Context: an optimization exercise on an open-source flow, tuned for small area, a short achievable clock period and few clock cycles. The choices shown serve that exercise and are no tape-out recipe. No functional check of the RTL was part of any run shown here. Power figures rest on the tool's default switching activity, not on a simulated workload.

--- flow/constraint.sdc ---
create_clock -name core_clock -period 5.0 [get_ports {clk}]
set_input_delay 1.0000 -clock core_clock [delete_from_list [all_inputs] [get_ports {clk}]]
set_output_delay 1.0000 -clock core_clock [all_outputs]
set_load 0.01 [all_outputs]
--- flow/run.sh ---
#!/bin/bash
# synth_recipe.tcl (not shown) runs the flow's synth.tcl, then flattens the netlist and writes it again
# the make line also repeats each setting of config.mk as NAME=value (left out here)
make -C /OpenROAD-flow-scripts/flow DESIGN_CONFIG=/design/flow/config.mk WORK_HOME=/design/flow/orfs CLKGATE_MAP_FILE= SYNTH_SCRIPT=/design/flow/synth_recipe.tcl finish
--- flow/config.mk ---
export PLATFORM = sky130hd
export DESIGN_NAME = framecore_rx
export DESIGN_NICKNAME = framecore_rx
export VERILOG_FILES = /design/flow/design.v
export SDC_FILE = /design/flow/constraint.sdc
export NUM_CORES = 4
export LEC_CHECK = 0
export CAP_MARGIN = 20
export CORE_MARGIN = 2
export CORE_UTILIZATION = 40
export SETUP_SLACK_MARGIN = 2.3
export SLEW_MARGIN = 20
--- flow/design.v ---
module framecore_rx (
    input  wire        clk,
    input  wire        rst,             
    input  wire        cfg_scheme,      
    input  wire [32:0] cfg_gen,
    input  wire [7:0]  cfg_tag_start,
    input  wire [7:0]  cfg_tag_stop,
    input  wire [7:0]  cfg_tag_esc,
    input  wire        in_valid,
    output wire        in_ready,
    input  wire [7:0]  in_data,
    output wire        out_valid,
    input  wire        out_ready,
    output wire        out_is_res,      
    output wire [7:0]  out_data,
    output wire [3:0]  out_result,
    output wire [31:0] out_rem,
    output wire [6:0]  out_len
);
    localparam MAXB = 68;               
    localparam NBUF = 67;               
    localparam R_FRAME = 3'd2;
    localparam R_EMPTY = 3'd3;
    localparam R_CDLM  = 3'd4;
    localparam R_ICF   = 3'd5;
    localparam R_OVER  = 3'd7;
    localparam A_SEEK    = 2'd0;
    localparam A_SEEKESC = 2'd1;
    localparam A_BODY    = 2'd2;
    localparam A_BESC    = 2'd3;
    localparam K_APP   = 2'd0;
    localparam K_BEGIN = 2'd1;
    localparam K_STOP  = 2'd2;
    localparam K_OVER  = 2'd3;
    reg  [32:0] g;
    reg  [4:0]  kk;
    wire        g_ok = g[32];
    wire [31:0] gk   = g[31:0];
    wire [5:0]  lsum = 6'd39 - {1'b0, kk};
    reg  [2:0]  code_len;                       
    always @(posedge clk) begin
        if (rst) begin
            g  <= cfg_scheme ? {2'b11, 31'd0} : cfg_gen;
            kk <= cfg_scheme ? 5'd31 : 5'd0;
        end else if (!g[32]) begin
            g  <= {g[31:0], 1'b0};
            kk <= kk + 5'd1;
        end
        code_len <= lsum[5:3];
    end
    reg  [1:0]  a_st;
    reg         act_v;
    reg  [1:0]  act_k;
    reg  [7:0]  act_b;
    reg  [7:0]  act_u;                  
    reg  [6:0]  wptr, bstart, rptr;
    reg  [6:0]  cend;                   
    reg  [6:0]  bcnt;                   
    reg  [31:0] crc;
    reg         sp_ok;                  
    reg         s0_v, s1_v;
    reg  [2:0]  s0_res, s1_res;
    reg  [6:0]  s0_len, s1_len;
    reg  [31:0] s0_rem, s1_rem;
    reg  [6:0]  s0_pay;                 
    reg  [4:0]  s0_sh;                  
    reg         s0_shown;
    reg         o_v, o_res;
    reg  [7:0]  o_data;
    reg  [7:0]  mem [0:NBUF-1];
    wire bfull  = (bcnt >= NBUF);
    wire b_go_r = act_v && (
                   (act_k == K_APP)   ? (sp_ok || bfull) :
                   (act_k == K_BEGIN) ? 1'b1 : !s1_v);
    wire pop    = o_v && o_res && out_ready;
    wire b_go   = b_go_r || (act_v && act_k[1] && pop);
    assign in_ready = g_ok && (!act_v || b_go_r);
    wire take = in_valid && in_ready;
    wire is_start = (in_data == cfg_tag_start);
    wire is_stop  = (in_data == cfg_tag_stop);
    wire is_esc   = (in_data == cfg_tag_esc);
    wire a_full = (act_v && act_k == K_APP)   ? (bcnt == MAXB - 1) :
                  (act_v && act_k == K_BEGIN) ? 1'b0 : (bcnt == MAXB);
    wire [39:0] in_sh = {32'd0, in_data} << kk;
    always @(posedge clk) begin
        if (rst) begin
            a_st  <= A_SEEK;
            act_v <= 1'b0;
        end else begin
            if (b_go) act_v <= 1'b0;
            if (take) begin
                act_b <= in_data;
                act_u <= in_sh[39:32];
                case (a_st)
                    A_SEEK: begin
                        if (is_start) begin
                            a_st  <= A_BODY;
                            act_v <= 1'b1;
                            act_k <= K_BEGIN;
                        end else if (is_esc)
                            a_st <= A_SEEKESC;
                    end
                    A_SEEKESC: a_st <= A_SEEK;
                    default: begin
                        if (a_st == A_BODY && is_esc)
                            a_st <= A_BESC;
                        else if (a_st == A_BODY && is_stop) begin
                            a_st  <= A_SEEK;
                            act_v <= 1'b1;
                            act_k <= K_STOP;
                        end else if (a_st == A_BODY && is_start) begin
                            act_v <= 1'b1;
                            act_k <= K_BEGIN;
                        end else if (a_full) begin
                            a_st  <= A_SEEK;
                            act_v <= 1'b1;
                            act_k <= K_OVER;
                        end else begin
                            a_st  <= A_BODY;
                            act_v <= 1'b1;
                            act_k <= K_APP;
                        end
                    end
                endcase
            end
        end
    end
    reg  [7:0]  linv [0:7];             
    reg  [27:0] linv_n, linv_r;
    integer i, j, m;
    always @(*) begin
        for (i = 0; i < 8; i = i + 1) begin
            linv[i] = 8'd0;
            linv[i][i] = 1'b1;
            for (m = 0; m < i; m = m + 1)
                if (gk[32 - i + m]) linv[i] = linv[i] ^ linv[m];
        end
        for (i = 1; i < 8; i = i + 1)
            for (j = 0; j < i; j = j + 1)
                linv_n[i * (i - 1) / 2 + j] = linv[i][j];
    end
    always @(posedge clk) linv_r <= linv_n;
    wire [39:0] inj = {32'd0, act_b} << kk;
    wire [7:0]  v;
    reg  [31:0] crc_n;
    reg  [7:0]  top;
    genvar gi;
    generate
        for (gi = 0; gi < 8; gi = gi + 1) begin : g_v
            assign v[gi] = crc[31 - gi] ^ act_u[7 - gi];
        end
    endgenerate
    always @(*) begin
        for (i = 0; i < 8; i = i + 1) begin
            top[i] = v[i];
            for (j = 0; j < i; j = j + 1)
                top[i] = top[i] ^ (v[j] & linv_r[i * (i - 1) / 2 + j]);
        end
        crc_n = {crc[23:0], 8'd0} ^ inj[31:0];
        for (m = 0; m < 8; m = m + 1)
            if (top[m]) crc_n = crc_n ^ (gk << (7 - m));
    end
    function [6:0] inc67(input [6:0] p);
        inc67 = (p == NBUF - 1) ? 7'd0 : p + 7'd1;
    endfunction
    wire        short_b = (bcnt < {4'd0, code_len});
    wire        crc_bad = (crc != 32'd0);
    wire [6:0]  pay     = bcnt - {4'd0, code_len};
    wire [7:0]  cb_dif  = {1'b0, bstart} - {5'd0, code_len};
    wire [6:0]  cb      = cb_dif[7] ? cb_dif[6:0] + NBUF : cb_dif[6:0];
    wire        good    = (bcnt != 7'd0) && !short_b && !crc_bad;
    wire        push   = b_go && act_k[1];
    wire        wr     = act_v && act_k == K_APP && sp_ok && !bfull;
    reg  [2:0]  n_res;
    always @(*) begin
        if (act_k == K_OVER)    n_res = R_OVER;
        else if (bcnt == 7'd0)  n_res = R_EMPTY;
        else if (short_b)       n_res = R_CDLM;
        else if (crc_bad)       n_res = R_ICF;
        else                    n_res = R_FRAME;
    end
    wire        n_frame = (n_res == R_FRAME);
    wire [6:0]  s1_pay = (s1_v && s1_res == R_FRAME) ? s1_len : 7'd0;
    wire [7:0]  occ = {1'b0, s0_pay} + {1'b0, s1_pay} + {1'b0, bcnt};
    always @(posedge clk) begin
        if (wr) mem[wptr] <= act_b;
    end
    always @(posedge clk) begin
        if (rst) begin
            wptr   <= 7'd0;
            bstart <= 7'd0;
            bcnt   <= 7'd0;
            crc    <= 32'd0;
            sp_ok  <= 1'b1;
        end else begin
            sp_ok <= (occ < NBUF - 1) || (occ == NBUF - 1 && !wr);
            if (b_go) begin
                case (act_k)
                    K_APP: begin
                        bcnt <= bcnt + 7'd1;
                        crc  <= crc_n;
                        cend <= inc67(cend);
                        if (!bfull) wptr <= inc67(wptr);
                    end
                    K_BEGIN: begin
                        bcnt <= 7'd0;
                        crc  <= 32'd0;
                        cend <= cb;
                        wptr <= bstart;
                    end
                    default: begin
                        bcnt <= 7'd0;
                        if (act_k == K_STOP && good) begin
                            wptr   <= cend;
                            bstart <= cend;
                        end else
                            wptr <= bstart;
                    end
                endcase
            end
        end
    end
    wire o_free = !o_v || out_ready;
    wire rd     = o_free && s0_v && (s0_pay != 7'd0);
    wire to_s1  = push && s0_v && !(pop && !s1_v);
    always @(posedge clk) begin
        if (rst) begin
            s0_v     <= 1'b0;
            s1_v     <= 1'b0;
            s0_pay   <= 7'd0;
            s0_sh    <= 5'd0;
            s0_shown <= 1'b0;
            rptr     <= 7'd0;
            o_v      <= 1'b0;
            o_res    <= 1'b0;
        end else begin
            if (pop || (!s0_v && push)) begin
                s0_shown <= 1'b0;
                if (pop && s1_v) begin
                    s0_v   <= 1'b1;
                    s0_res <= s1_res;
                    s0_len <= s1_len;
                    s0_pay <= s1_pay;
                    s0_rem <= s1_rem;
                    s0_sh  <= (s1_res == R_ICF) ? kk : 5'd0;
                end else begin
                    s0_v   <= push;
                    s0_res <= n_res;
                    s0_len <= pay;
                    s0_pay <= (push && n_frame) ? pay : 7'd0;
                    s0_rem <= crc;
                    s0_sh  <= (push && n_res == R_ICF) ? kk : 5'd0;
                end
            end else begin
                if (s0_sh != 5'd0) begin
                    s0_rem <= {1'b0, s0_rem[31:1]};
                    s0_sh  <= s0_sh - 5'd1;
                end
                if (rd) s0_pay <= s0_pay - 7'd1;
                if (o_free && s0_v && s0_pay == 7'd0 && s0_sh == 5'd0)
                    s0_shown <= 1'b1;
            end
            if (to_s1) begin
                s1_v   <= 1'b1;
                s1_res <= n_res;
                s1_len <= pay;
                s1_rem <= crc;
            end else if (pop)
                s1_v <= 1'b0;
            if (rd) rptr <= inc67(rptr);
            if (o_free) begin
                if (rd) begin
                    o_v    <= 1'b1;
                    o_res  <= 1'b0;
                    o_data <= mem[rptr];
                end else if (s0_v && !s0_shown && s0_sh == 5'd0 && !pop) begin
                    o_v    <= 1'b1;
                    o_res  <= 1'b1;
                end else
                    o_v <= 1'b0;
            end
        end
    end
    assign out_valid  = o_v;
    assign out_is_res = o_res;
    assign out_data   = o_data;
    assign out_result = {1'b0, s0_res};
    assign out_rem    = s0_rem;
    assign out_len    = s0_len;
endmodule
==> results of run 1 <==
==> sequential cells by signal, summed over array words and instances, names as in the netlist, 5 cells and up <==
| name | flops |
|---|---|
| s0_pay | 7 |
| g | 33 |
| s1_rem | 32 |
| s0_len | 7 |
| act_u | 7 |
| mem | 536 |
| linv_r | 8 |
| wptr | 7 |
| s0_rem | 32 |
| act_b | 8 |
| bcnt | 7 |
| kk | 5 |
| o_data | 8 |
| bstart | 7 |
| cend | 7 |
| rptr | 7 |
| crc | 32 |
| s0_sh | 5 |
| s1_len | 7 |
==> cell type report <==
class | count | area, sq um
well taps | 1186 | 1480
fillers | 7373 | 44600
flip-flops and latches | 782 | 22600
clock buffers | 91 | 2100
multi-input cells | 1645 | 15600
repair buffers | 373 | 4370
clock inverters | 53 | 415
inverters | 38 | 148
==> cell usage after synthesis, drive strengths merged (9+ instances only) <==
master / instances / area share (%)
nor2: 193 / 2.0
xor2: 66 / 1.7
o21ai: 68 / 0.93
nand2b: 14 / 0.24
ha: 28 / 0.95
a22o: 70 / 1.7
xnor3: 49 / 3.0
mux4: 134 / 8.2
xnor2: 190 / 4.5
mux2i: 61 / 1.7
nor2b: 10 / 0.17
or3: 11 / 0.19
edfxtp: 689 / 56
a221oi: 25 / 0.60
a21oi: 62 / 0.84
nor3: 27 / 0.38
nand4: 9 / 0.15
fa: 10 / 0.54
buf: 63 / 0.80
and2: 18 / 0.31
a211oi: 21 / 0.43
clkbuf: 113 / 1.2
o22ai: 12 / 0.20
nand3: 32 / 0.44
inv: 37 / 0.38
dfxtp: 93 / 5.1
nor4: 13 / 0.22
mux2: 16 / 0.49
nand2: 382 / 3.9
a22oi: 35 / 0.71
==> per-stage QoR <==
stage	hold WS (ns)	cell area, sq um	power (mW)	instances	util [%]
after floorplan	0.361	37000	9.35	2637	-
after global placement	0.496	39400	10.0	3812	43.1
after detailed placement	0.516	39400	10.1	3813	43.1
after CTS	0.523	45200	16.7	4111	49.5
after global routing	0.534	46800	17.7	4168	51.2
final	0.520	46800	17.2	4168	51.2
==> power by group through the flow <==
stage,Clock [mW],Combinational [mW],Sequential [mW]
2_1_floorplan,0,1.79,7.57
5_1_grt,6.16,4.06,7.50
4_1_cts,5.89,3.34,7.48
3_5_place_dp,0,2.44,7.63
6_report,5.81,3.89,7.49
3_3_place_gp,0,2.40,7.63
==> cells by family after synthesis <==
| logic type | count (synthesis) | share of synthesized area, % |
|---|---|---|
| AO/OA/AOI/OAI | 343 | 6.48 |
| XOR/XNOR | 307 | 9.35 |
| adder cells (fa/ha/maj) | 38 | 1.50 |
| buffers and inverters | 214 | 2.34 |
| flip-flops | 782 | 61.3 |
| multiplexers | 211 | 10.4 |
| other | 1 | 0.0102 |
| AND/OR/NAND/NOR | 741 | 8.62 |
==> per-layer routing <==
metal,global-route usage (%),vias to the layer above
met5,0,-
met4,7.96,4
met3,4.69,275
met2,36.0,1106
met1,30.3,12100
li1,-,10400
==> tightest hold or removal path, delay by kind of cell (launching register included) <==
kind             cells  cell delay [ns]
flip-flops           1             0.36
AO/OA/AOI/OAI        1             0.06
AND/OR/NAND/NOR      1             0.07
==> worst max path at each step <==
stage / startpoint / to / slack [ns] / depth (start not counted)
floorplan: out_ready / s1_len[0] / 1.72 / 4
global placement: act_k[1] / in_ready / 1.08 / 5
detailed placement: act_k[1] / in_ready / 1.05 / 5
CTS: bcnt[3] / in_ready / 1.91 / 5
global route: act_k[0] / in_ready / 1.86 / 5
finish: act_k[0] / in_ready / 1.91 / 5
==> repair_timing <==
item                                    in CTS  in global routing
setup buffers                              138                 51
cloned                                      16                  5
endpoints found under the setup margin     661                486
pin swaps                                  170                100
resized for setup                          376                185
==> impl_metrics.ini, run 1 <==
[die]
initial_core_util_pct = 40.2
floorplan.die_area_sq_um = 94300
ios = 124
placementRows = 111
core_sq_um = 91400
die_h_um = 307
die_width_um = 307

[synthesis]
cell_area_after_technology_mapping_sq_um = 36800
post_synth.cell_area_avg_sq_um = 13.9
synth.lib_cells_used.distinct = 71
synth_fp_nets = 2745
post_synth_inst_count = 2637
postSynthRegisterBits = 782
dominantRegCellSynth = edfxtp_1
async_reset_ff_share_pct = 0
synth.yosys.seq_area_share_pct = 61.3
synth-edff-count = 689
yosysWarningCount = 2

[clock_tree]
clock_latency_of_the_later_clocked_register_in_the_worst_skew_pair_ns = 0.65
tritoncts = yes
ctsHoldBuffers = 0
cts_made_buffers = 81
clkSinkCount = 782
cts_buffer_depth = 3
clk_pin_slew_worst_paths_ns = 0.07
cts_htree_levels = 3
cts-root-buf = clkbuf_16

[setup_path]
crit_type = register to output pin
rr_worst_depth = 13
critPathMaxStageDelay_ns = 0.52
worstPathBufferInverterCount = 1
crit_path_cell_trace = or2_4 -> nor2_1 -> a22o_4 -> a21boi_4 -> buf_4
cp_top_family = flip-flops
endpoint_kind = output pin
crit_path_top_delay_cell = edfxtp_1
worstSetupStartpointType = register
slack_of_the_worst_reg_to_reg_path_ns = 2.00
worst_path_required_time_ns = 4.00
worst_ep_arrival_time_ns = 2.09
regToRegStartpoint = act_u[4]
path_max_fanout = 9
worstReg2RegEnd = crc[4]

[power_and_ir_drop]
comb_pwr_share_pct = 22.7
p_per_area_nw_per_um2 = 368
cellInternalPower_mw = 12.6
seq_power_share_pct = 43.6
power_switching_mw = 4.57
clock_power_share_pct = 33.8
p_leak_nw = 16.2
swShare_pct = 26.6
vdd_drop_max_mv = 0.258

[route]
remaining_drc_errors = 0
postRouteAntennaNets = 0
route.top_layer_used = met5
wl_mm = 109
detail_route.iter0.violations = 2582
avgRoutedWirePerCell_um = 26.0
route.vias.total = 23900
length_of_routed_wiring_on_met1_mm = 43.9
routed_via_density = 5.73
detailroute.wirelength.met3_mm = 8.80
wl_met2_mm = 51.4
dr.pass1.iters = 7

[grt]
grt_max_degree = 86
wire_length_of_the_first_global_routing_pass_mm = 158
antenna_found_initial = 3
grt-ovfl-total = 0
first_global_vias = 23600
grt_use_total_pct = 22.4

[finish]
insertedDiodeCount = 0
layout-area-overhead-vs-synth_pct = 27.2
layout_common_cells = edfxtp_1 (689), nand2_1 (296), mux4_2 (134), xnor2_1 (127), buf_4 (121)
fraction_of_final_layout_cells_with_drive_strength_greater_than_1_pct = 29.5
finalNetCount = 3029
mostFrequentLayoutCell = edfxtp_1

[sta]
timing_limited_maximum_frequency_mhz = 324
report.final.hold_viol_count = 0
report.final.slew_viol_count = 0
slew_headroom_pct = 38.2
worst_pin_slew_ns = 0.924
finClkSkew_ns = 0.0464
timing.final.setup_violations = 0
setup_tns_ns = 0
period_needed_ns = 3.09
grt_setup_unrepaired = true
post-route-period-util_pct = 61.7
worst_slack_ns = 1.91

[hold_path]
whs_endpoint = bcnt[0]
hold_path_cell_cnt = 2
min_from = bcnt[0]
hold_path.class = register to register

[run_status]
status = finished clean

[placed_design]
gp_congestion = 0.900
dp.final_hpwl_mm = 64.2
port_buffers = 122
pre_cts_slack_ns = 1.05

[run]
max_cap_viol_count = 0
==> run 2: changes to the inputs <==
--- a/flow/config.mk
+++ b/flow/config.mk
@@ -7,6 +7,6 @@
 export LEC_CHECK = 0
 export CAP_MARGIN = 20
 export CORE_MARGIN = 2
-export CORE_UTILIZATION = 40
+export CORE_UTILIZATION = 65
 export SETUP_SLACK_MARGIN = 2.3
 export SLEW_MARGIN = 20
==> run 2 against run 1 <==
  * Clock-buffer cell count increased by 2
  * Hold slack worse by 0.027 ns
  * Clock skew shrank 0.016 ns
  * Die area fell by 38%
  * Largest power group unchanged
==> impl_metrics.ini, run 2 <==
[placed_design]
dpl_cell_area_sq_um = 38800
port_buffers = 122
pre_cts_slack_ns = 1.38
gp_congestion = 0.899
dp.cells = 3379
dp.final_hpwl_mm = 59.0

[setup_path]
slack_of_the_worst_reg_to_reg_path_ns = 1.91
crit_path_top_delay_cell = or4_4
critPathMaxStageDelay_ns = 0.56
worst_ep_arrival_time_ns = 2.15
crit_path_cell_trace = or4_4 -> o21ai_4 -> a22o_1 -> a21boi_4 -> buf_6
worstSetupStartpointType = register
endpoint_kind = output pin
path_max_fanout = 2
worst_path_required_time_ns = 4.00
crit_type = register to output pin

[finish]
mostFrequentLayoutCell = edfxtp_1
utilization_pct = 80.7
fill_cells = 2944
finalNetCount = 2970
largest_reg_flops = 536
layout.cells.non_filler = 3684
layout-area-overhead-vs-synth_pct = 23.4
reg.largest.list = mem: 536 flops, g: 33 flops
fraction_of_final_layout_cells_with_drive_strength_greater_than_1_pct = 26.4
layout_common_cells = edfxtp_1 (689), nand2_1 (319), xnor2_1 (145), mux4_2 (134), nor2_1 (120)
layout.cell_area.non_filler_sq_um = 45400
insertedDiodeCount = 0
top_register = mem

[route]
dr.pass1.iters = 6
detail_route.iter0.violations = 2892
route.vias.total = 24400
postRouteAntennaNets = 0
remaining_drc_errors = 0
avgRoutedWirePerCell_um = 28.5
routed_via_density = 6.61
wl_mm = 105

[power_and_ir_drop]
p_per_area_nw_per_um2 = 386
vdd_drop_max_mv = 0.313
fin_total_pwr_mw = 17.5
p_leak_nw = 15.6

[run_status]
status = finished clean

[clock_tree]
tritoncts = yes
cts_buffer_depth = 3
clkSinkCount = 782
cts-root-buf = clkbuf_16
clk_pin_slew_worst_paths_ns = 0.06
cts_made_buffers = 79
cts_htree_levels = 3
clock_latency_of_the_later_clocked_register_in_the_worst_skew_pair_ns = 0.64

[sta]
setup_tns_ns = 0
slew_headroom_pct = 19.5
holdWs_ns = 0.493
post-route-period-util_pct = 63.0
timing.final.setup_violations = 0
timing_limited_maximum_frequency_mhz = 317
worst_pin_slew_ns = 1.20
finClkSkew_ns = 0.0307
report.final.slew_viol_count = 0
period_needed_ns = 3.15
worst_slack_ns = 1.85
report.final.hold_viol_count = 0
grt_setup_unrepaired = true

[synthesis]
dominantRegCellSynth = edfxtp_1
post_synth_main_area_contributors = edfxtp_1 (56%), mux4_2 (8.2%), dfxtp_1 (5.1%)
postSynthRegisterBits = 782
synthTopCellsByCount = edfxtp_1 (689), nand2_1 (382), nor2_1 (193), xnor2_1 (189), mux4_2 (134)
post_synth_inst_count = 2637
synth_fp_nets = 2745
cell_area_after_technology_mapping_sq_um = 36800
synth.lib_cells_used.distinct = 71
post_synth.cell_area_avg_sq_um = 13.9
async_reset_ff_share_pct = 0
synth-edff-count = 689
library_cell_occupying_the_most_area_in_the_post_synthesis_netlist = edfxtp_1
yosysWarningCount = 2
synth.yosys.seq_area_share_pct = 61.3
count_leader_synth = edfxtp_1
netlist.area_leader.share_pct = 56.3

[die]
die_width_um = 242
placementRows = 87
ios = 124
core_sq_um = 56200
die_h_um = 242
initial_core_util_pct = 65.4
floorplan.die_area_sq_um = 58500

[grt]
wire_length_of_the_first_global_routing_pass_mm = 154
antenna_found_initial = 1
grt_use_total_pct = 35.1
first_global_vias = 24500
grt_max_degree = 79
grt-ovfl-total = 0

[hold_path]
hold_path.class = register to register

[run]
max_cap_viol_count = 0
[run 2: cell counts after synthesis]
Identical to the previous run, type by type.
[run 2: critical path, delay by kind of cell (launching register included)]
kind                   cells  cell delay, ns
buffers and inverters      1            0.15
AOI/OAI and AO/OA          3            0.47
DFF                        1            0.35
and+or+nand+nor            1            0.56
[run 2: path summary, 6_finish.rpt]
path | startpoint | end | cells after the start
worst max register to register | act_u[6] | crc[11] | 13
worst min register to register | bcnt[0] | bcnt[0] | 2
worst min-delay path | bcnt[0] | bcnt[0] | 2
worst max-delay path | bcnt[2] | in_ready | 5
[run 2: cell families (layout without fill, tap and decap cells)]
kind of cell             count (synthesis)  after routing  synth area share [%]
AND/OR/NAND/NOR                        741            741                  8.62
XOR/XNOR                               307            308                  9.35
adder cells (fa/ha/maj)                 38             38                  1.50
AO/OA/AOI/OAI                          343            343                  6.48
flip-flops                             782            782                  61.3
other                                    1              1                0.0102
buffers and inverters                  214            504                  2.34
multiplexers                           211            211                  10.4
[run 2: routing by layer]
| layer | up-vias | track usage (%) | share of wire (%) |
|---|---|---|---|
| met5 | - | 0 | 0.010 |
| met2 | 1512 | 59.7 | 50 |
| met3 | 418 | 4.68 | 7.8 |
| met4 | 2 | 19.8 | 6.9 |
| li1 | 10300 | - | - |
| met1 | 12200 | 43.7 | 35 |
[run 2: power by group]
| group | internal (mW) | switching [mW] |
|---|---|---|
| Sequential | 7.28 | 0.201 |
| Combinational | 2.08 | 1.76 |
| Clock | 3.62 | 2.58 |
| Total | 13.0 | 4.54 |
[run 2: what timing repair did]
item                       4_1_cts  5_1_grt
hold buffers                     0        0
setup endpoints to repair      609      535
gates cloned                    15        3
pin swaps                      128       95
resized for setup              326      141
buffers inserted               106       34
[run 2: layout make-up]
type	instances	area (sq um)	area share (%)
clock buffer	93	2070	4.57
clock inverter	54	637	1.40
tap	756	946	2.09
multi-input combinational	1642	15200	33.4
sequential	782	22600	49.9
timing repair buffer	319	3760	8.30
inverter	38	143	0.315

-- re-timing with driven ports --
The results above use ideal ports. As a check the final layouts listed here were re-extracted and re-timed, cells and wires unchanged.
Step 1, drivers: a clkbuf_16 drives clk and a buf_2 each remaining input, both assumed.
Step 2 adds t to the input delays and takes it off the output delays; t is the mean of the earliest and latest rising clock arrival at the registers after step 1. Input paths then give back, and output paths get back, about the clock's delay inside the block.
Slacks: ideal / step 1 / step 2; pairs: ideal / step 1.
run	t, ns	setup slack, ns	hold WS [ns]
run 1	0.699	1.914 / 1.846 / 1.542	0.520 / 0.520 / 0.520
run 2	0.688	1.849 / 1.787 / 1.711	0.493 / 0.493 / 0.493
After both steps every run listed still meets setup and hold. The setup slack of run 1, which loses most, moves by -0.068 ns with the drivers and by -0.372 ns with both steps.
